What follows belongs to an exercise in optimizing a design on an open flow for small area and a short achievable clock period; a production flow would make more cautious choices.
Function was checked by simulation only, so behaviour that the tests miss may differ from the original.

[design.v]
module ntt_butterfly (
    input  wire        clk,
    input  wire        rst,
    input  wire        in_valid,
    input  wire        inv,         
    input  wire        b52,         
    input  wire [63:0] x,
    input  wire [63:0] y,
    input  wire [63:0] w,
    input  wire [63:0] wp,
    input  wire [63:0] q,
    output reg         out_valid,
    output reg  [63:0] out_x,
    output reg  [63:0] out_y
);
    reg         v0, inv0, b520;
    reg  [63:0] x0, y0, w0, wp0, q0;
    always @(posedge clk) begin
        if (rst) v0 <= 1'b0;
        else     v0 <= in_valid;
        inv0 <= inv;
        b520 <= b52;
        x0   <= x;
        y0   <= y;
        w0   <= w;
        wp0  <= wp;
        q0   <= q;
    end
    wire [63:0] q2      = {q0[62:0], 1'b0};                
    wire [63:0] x_red   = (x0 >= q2) ? x0 - q2 : x0;       
    wire [63:0] tx      = x0 + y0;                         
    wire [63:0] ty      = x0 + q2 - y0;                    
    wire [63:0] mul_in  = inv0 ? ty : y0;                  
    wire [127:0] p_hi   = mul_in * wp0;                    
    wire [63:0]  qest   = b520 ? {12'd0, p_hi[103:52]} : p_hi[127:64];
    wire [127:0] p_lo   = mul_in * w0;                     
    wire [63:0]  x_pass = inv0 ? ((tx >= q2) ? tx - q2 : tx) : x_red;
    reg         v1, inv1;
    reg  [63:0] qest1, ylo1, xp1, q1;
    always @(posedge clk) begin
        if (rst) v1 <= 1'b0;
        else     v1 <= v0;
        inv1  <= inv0;
        qest1 <= qest;
        ylo1  <= p_lo[63:0];
        xp1   <= x_pass;
        q1    <= q0;
    end
    wire [127:0] qq     = qest1 * q1;
    wire [63:0]  t      = ylo1 - qq[63:0];                 
    wire [63:0]  q2_1   = {q1[62:0], 1'b0};
    always @(posedge clk) begin
        if (rst) out_valid <= 1'b0;
        else     out_valid <= v1;
        if (inv1) begin
            out_x <= xp1;
            out_y <= t;
        end else begin
            out_x <= xp1 + t;
            out_y <= xp1 + q2_1 - t;
        end
    end
endmodule
[run.sh]
#!/bin/bash
# synth_recipe.tcl (not shown) runs the flow's synth.tcl, then flattens the netlist and writes it again
# the make line also repeats each setting of config.mk as NAME=value (left out here)
make -C /OpenROAD-flow-scripts/flow DESIGN_CONFIG=/design/flow/config.mk WORK_HOME=/design/flow/orfs CLKGATE_MAP_FILE= SYNTH_SCRIPT=/design/flow/synth_recipe.tcl finish
[config.mk]
export PLATFORM = sky130hd
export DESIGN_NAME = ntt_butterfly
export DESIGN_NICKNAME = ntt_butterfly
export VERILOG_FILES = /design/flow/design.v
export SDC_FILE = /design/flow/constraint.sdc
export NUM_CORES = 4
export LEC_CHECK = 0
export CAP_MARGIN = 20
export CORE_MARGIN = 2
export CORE_UTILIZATION = 35
export PLACE_DENSITY = 0.5
export SLEW_MARGIN = 20
[constraint.sdc]
create_clock -name core_clock -period 17.0 [get_ports {clk}]
set_input_delay 3.4000 -clock core_clock [delete_from_list [all_inputs] [get_ports {clk}]]
set_output_delay 3.4000 -clock core_clock [all_outputs]
set_load 0.01 [all_outputs]
==> qor.json <==
{
  "worst_path_max_delay_cell": "sky130_fd_sc_hd__fa_1",
  "end_kind": "flop",
  "routedWlPerCell_um": 27.2,
  "grt_antenna_before_repair": 177,
  "synth_simple_gate_area_frac": 0.159,
  "drv_cap": 0,
  "yosys.cell_types.count": 87,
  "post_synth_main_area_contributors": "sky130_fd_sc_hd__fa_1 52%, sky130_fd_sc_hd__inv_1 9.8%, sky130_fd_sc_hd__ha_1 7.6%",
  "report.final.slew_viol_count": 0,
  "count_of_flip_flops_with_a_built_in_enable_after_synthesis": 0,
  "globalplace.congestion": 1.00,
  "timing.max_slew.rel_slack": 0.113,
  "tightestPinTransition_ps": 1330,
  "synth.largest_area_cell": "sky130_fd_sc_hd__fa_1",
  "num-fill-cells": 85500,
  "post-synth-top-area-fraction": 0.525,
  "grt.total_usage": 0.280,
  "fin_crit_ps": 16270,
  "post_synthesis_adder_cell_area_fraction": 0.600,
  "run_status": "finished clean",
  "worstSetupStartpointType": "flop",
  "tritoncts_num_sinks": 710,
  "post_synth.cell_area_avg_um2": 9.05,
  "placed_cell_area_um2": 311000,
  "final_common_cell": "sky130_fd_sc_hd__fa_1",
  "clk_root_buffer_cell": "sky130_fd_sc_hd__clkbuf_16",
  "path_class": "flop to flop",
  "routed-via-count": 220000,
  "proportion_of_synthesized_chip_area_in_sequential_cells": 0.0484,
  "timing.critical_path.fanout_max": 10,
  "synthToLayoutAreaGrowth_pct": 7.46,
  "synth-compound-area-share": 0.0451,
  "timing.critical_path.required_ps": 17880,
  "cell_type_with_the_highest_occurrence_count_on_the_critical_path": "sky130_fd_sc_hd__fa_1",
  "maxClockFrequency_mhz": 61.5,
  "floorplan.io_pins": 454,
  "route.detailed.drc": 0,
  "xor_and_xnor_fraction_of_the_mapped_netlist_area": 0.0227,
  "cts_tree": "done",
  "critPathMaxStageDelay_ps": 610,
  "number_of_global_route_vias_before_repair": 243000,
  "asyncSetResetFlopFracSynth": 0,
  "finish.utilization": 0.377,
  "initialDrtViolationCount": 16200,
  "clock_insertion_delay_worst_skew_ps": 1010,
  "vias_per_cell": 5.10,
  "synth_top_family_by_area": "adder cells",
  "ctsHtreeMaxLevel": 3,
  "final_design_area_no_fill_um2": 316000,
  "gr-total-overflow": 0,
  "worst_slack_after_detailed_placement_ps": 933,
  "wire_length_of_the_first_global_routing_pass_um": 1720000,
  "totalWireLength_um": 1170000,
  "report.final.setup_viol": 0,
  "clk_buf_depth": 4,
  "synth.ff_latch_count": 710,
  "die-height_um": 920,
  "synth-main-ff-cell": "sky130_fd_sc_hd__dfxtp_1",
  "initial_util": 0.351,
  "nNetsFinal": 41600,
  "synthesis.instances": 32500,
  "fp.dieArea_um2": 846000,
  "crit_arrival_ps": 17150,
  "drive_gt1_frac": 0.0370,
  "ys_warn_count": 1,
  "dp.final_hpwl_um": 967000,
  "die_extent_in_x_um": 920,
  "synth.cell_area_um2": 294000,
  "worst_slack_ps": 728,
  "numCtsBuffers": 106,
  "fin_setup_tns_ps": 0,
  "grt_start_max_net_pins": 91,
  "net_count_synth": 42300,
  "final_skew_ps": 127,
  "mostFrequentLayoutCells": "7694 x sky130_fd_sc_hd__fa_1, 7636 x sky130_fd_sc_hd__inv_1, 5419 x sky130_fd_sc_hd__nand2_1",
  "postCtsHoldBufs": 0,
  "port_buffers": 453,
  "post-route-period-util": 0.957,
  "synth.area.mux_share": 0.00288,
  "core_area_um2": 837000,
  "clk_pin_slew_ps": 60,
  "row_count": 336,
  "worstHoldPathType": "flop to flop",
  "finalHoldViolations": 0,
  "drt-pass1-iter-count": 6,
  "antenna_left": 0,
  "grt_setup_unrepaired": "no"
}
registers in the layout (all words and copies together), names as in the netlist, 64 cells and up:
name / cells
x0: 64
q0: 64
wp0: 64
y0: 64
qest1: 64
out_x: 64
ylo1: 64
w0: 64
xp1: 64
q1: 64
out_y: 64
critical path, delay by kind of cell (launching register included):
kind                       cells  cell delay (ps)
adders and majority gates     13             6420
xor gates and xnor gates       1              140
AOI/OAI and AO/OA             27             7230
buffers and inverters          7              460
DFF                            1              390
and+or+nand+nor                8             1500
metrics by stage:
| stage | hold slack (ps) | instances |
|---|---|---|
| 2_1_floorplan | 310 | 32500 |
| 3_3_place_gp | 314 | 42800 |
| 3_5_place_dp | 313 | 42800 |
| 4_1_cts | 315 | 43000 |
| 5_1_grt | 334 | 43000 |
| 6_report | 302 | 43200 |
area by class of cell:
cell class	count	area, µm²	share of cell area
Antenna cell	143	358	0.00113
Clock buffer	127	2900	0.00918
Clock inverter	67	830	0.00263
Inverter	7639	28700	0.0909
Multi-Input combinational cell	22200	245000	0.775
Sequential cell	710	14500	0.0458
Tap cell	11200	14000	0.0442
Timing Repair Buffer	1108	9890	0.0313
cell usage after synthesis, drive strengths merged (16+ instances only):
cell	n
o21bai	112
o21a	61
a21boi	31
nor3	71
a31oi	50
a41oi	17
dfxtp	710
or3	22
a211oi	89
buf	122
and3	50
xnor2	522
o31ai	39
and2	3286
clkbuf	1772
o21ai	498
and4	16
nand3	104
nand2	5420
nor2b	143
fa	7694
ha	1782
mux2i	31
o211ai	29
nor2	411
nor4	22
nand2b	80
xor2	223
nand4	97
a21o	358
mux2	46
inv	7639
or2	20
a21oi	660
final timing paths:
| check | from | end | slack [ps] | cells past startpoint |
|---|---|---|---|---|
| setup reg to reg | x0[2] | qest1[48] | 730 | 56 |
| setup / recovery | x0[2] | qest1[48] | 730 | 56 |
| hold / removal | q0[12] | q1[12] | 300 | 0 |
| hold reg to reg | q0[12] | q1[12] | 300 | 0 |
what timing repair did:
action | CTS | global route
gates resized for setup | 0 | 2
buffers inserted | 0 | 3
endpoints found under the setup margin | 0 | 4
per-layer routing:
layer	wire (µm)	vias up	GRT usage
met3	81900	1942	0.0518
met4	70600	62	0.134
met2	554000	7721	0.463
met5	511	-	0.00118
met1	467000	118000	0.353
li1	-	92100	-
kinds of logic (layout without fill, tap and decap cells):
logic type / after synthesis / after routing
adders and majority gates: 9476 / 9476
buffers and inverters: 9533 / 8941
DFF: 710 / 710
and+or+nand+nor: 9792 / 9792
xor gates and xnor gates: 751 / 751
AOI/OAI and AO/OA: 2120 / 2120
muxes: 77 / 77
other: 0 / 143

[separate check: timing with driven ports]
Ports are ideal in the flow. The routed layout listed here was re-timed in OpenROAD.
Step 1 assumes that a clkbuf_16 drives the clock port and a buf_2 every other input.
Step 2 also shifts input and output timing later by t, the mid clock arrival at the registers, as if the neighbouring blocks saw the same clock.
Three values: no drivers, after step 1, after step 2; two values: the first two.
t (ns): 1.085
slack for setup (ns): 0.728 / 0.728 / 0.728
hold slack, ns: 0.302 / 0.302 / 0.302
cell pins on the clock port's net: 1
After both steps setup and hold are still met in this run. The setup slack of this run moves by 0.000 ns with the drivers and by 0.000 ns with both steps.
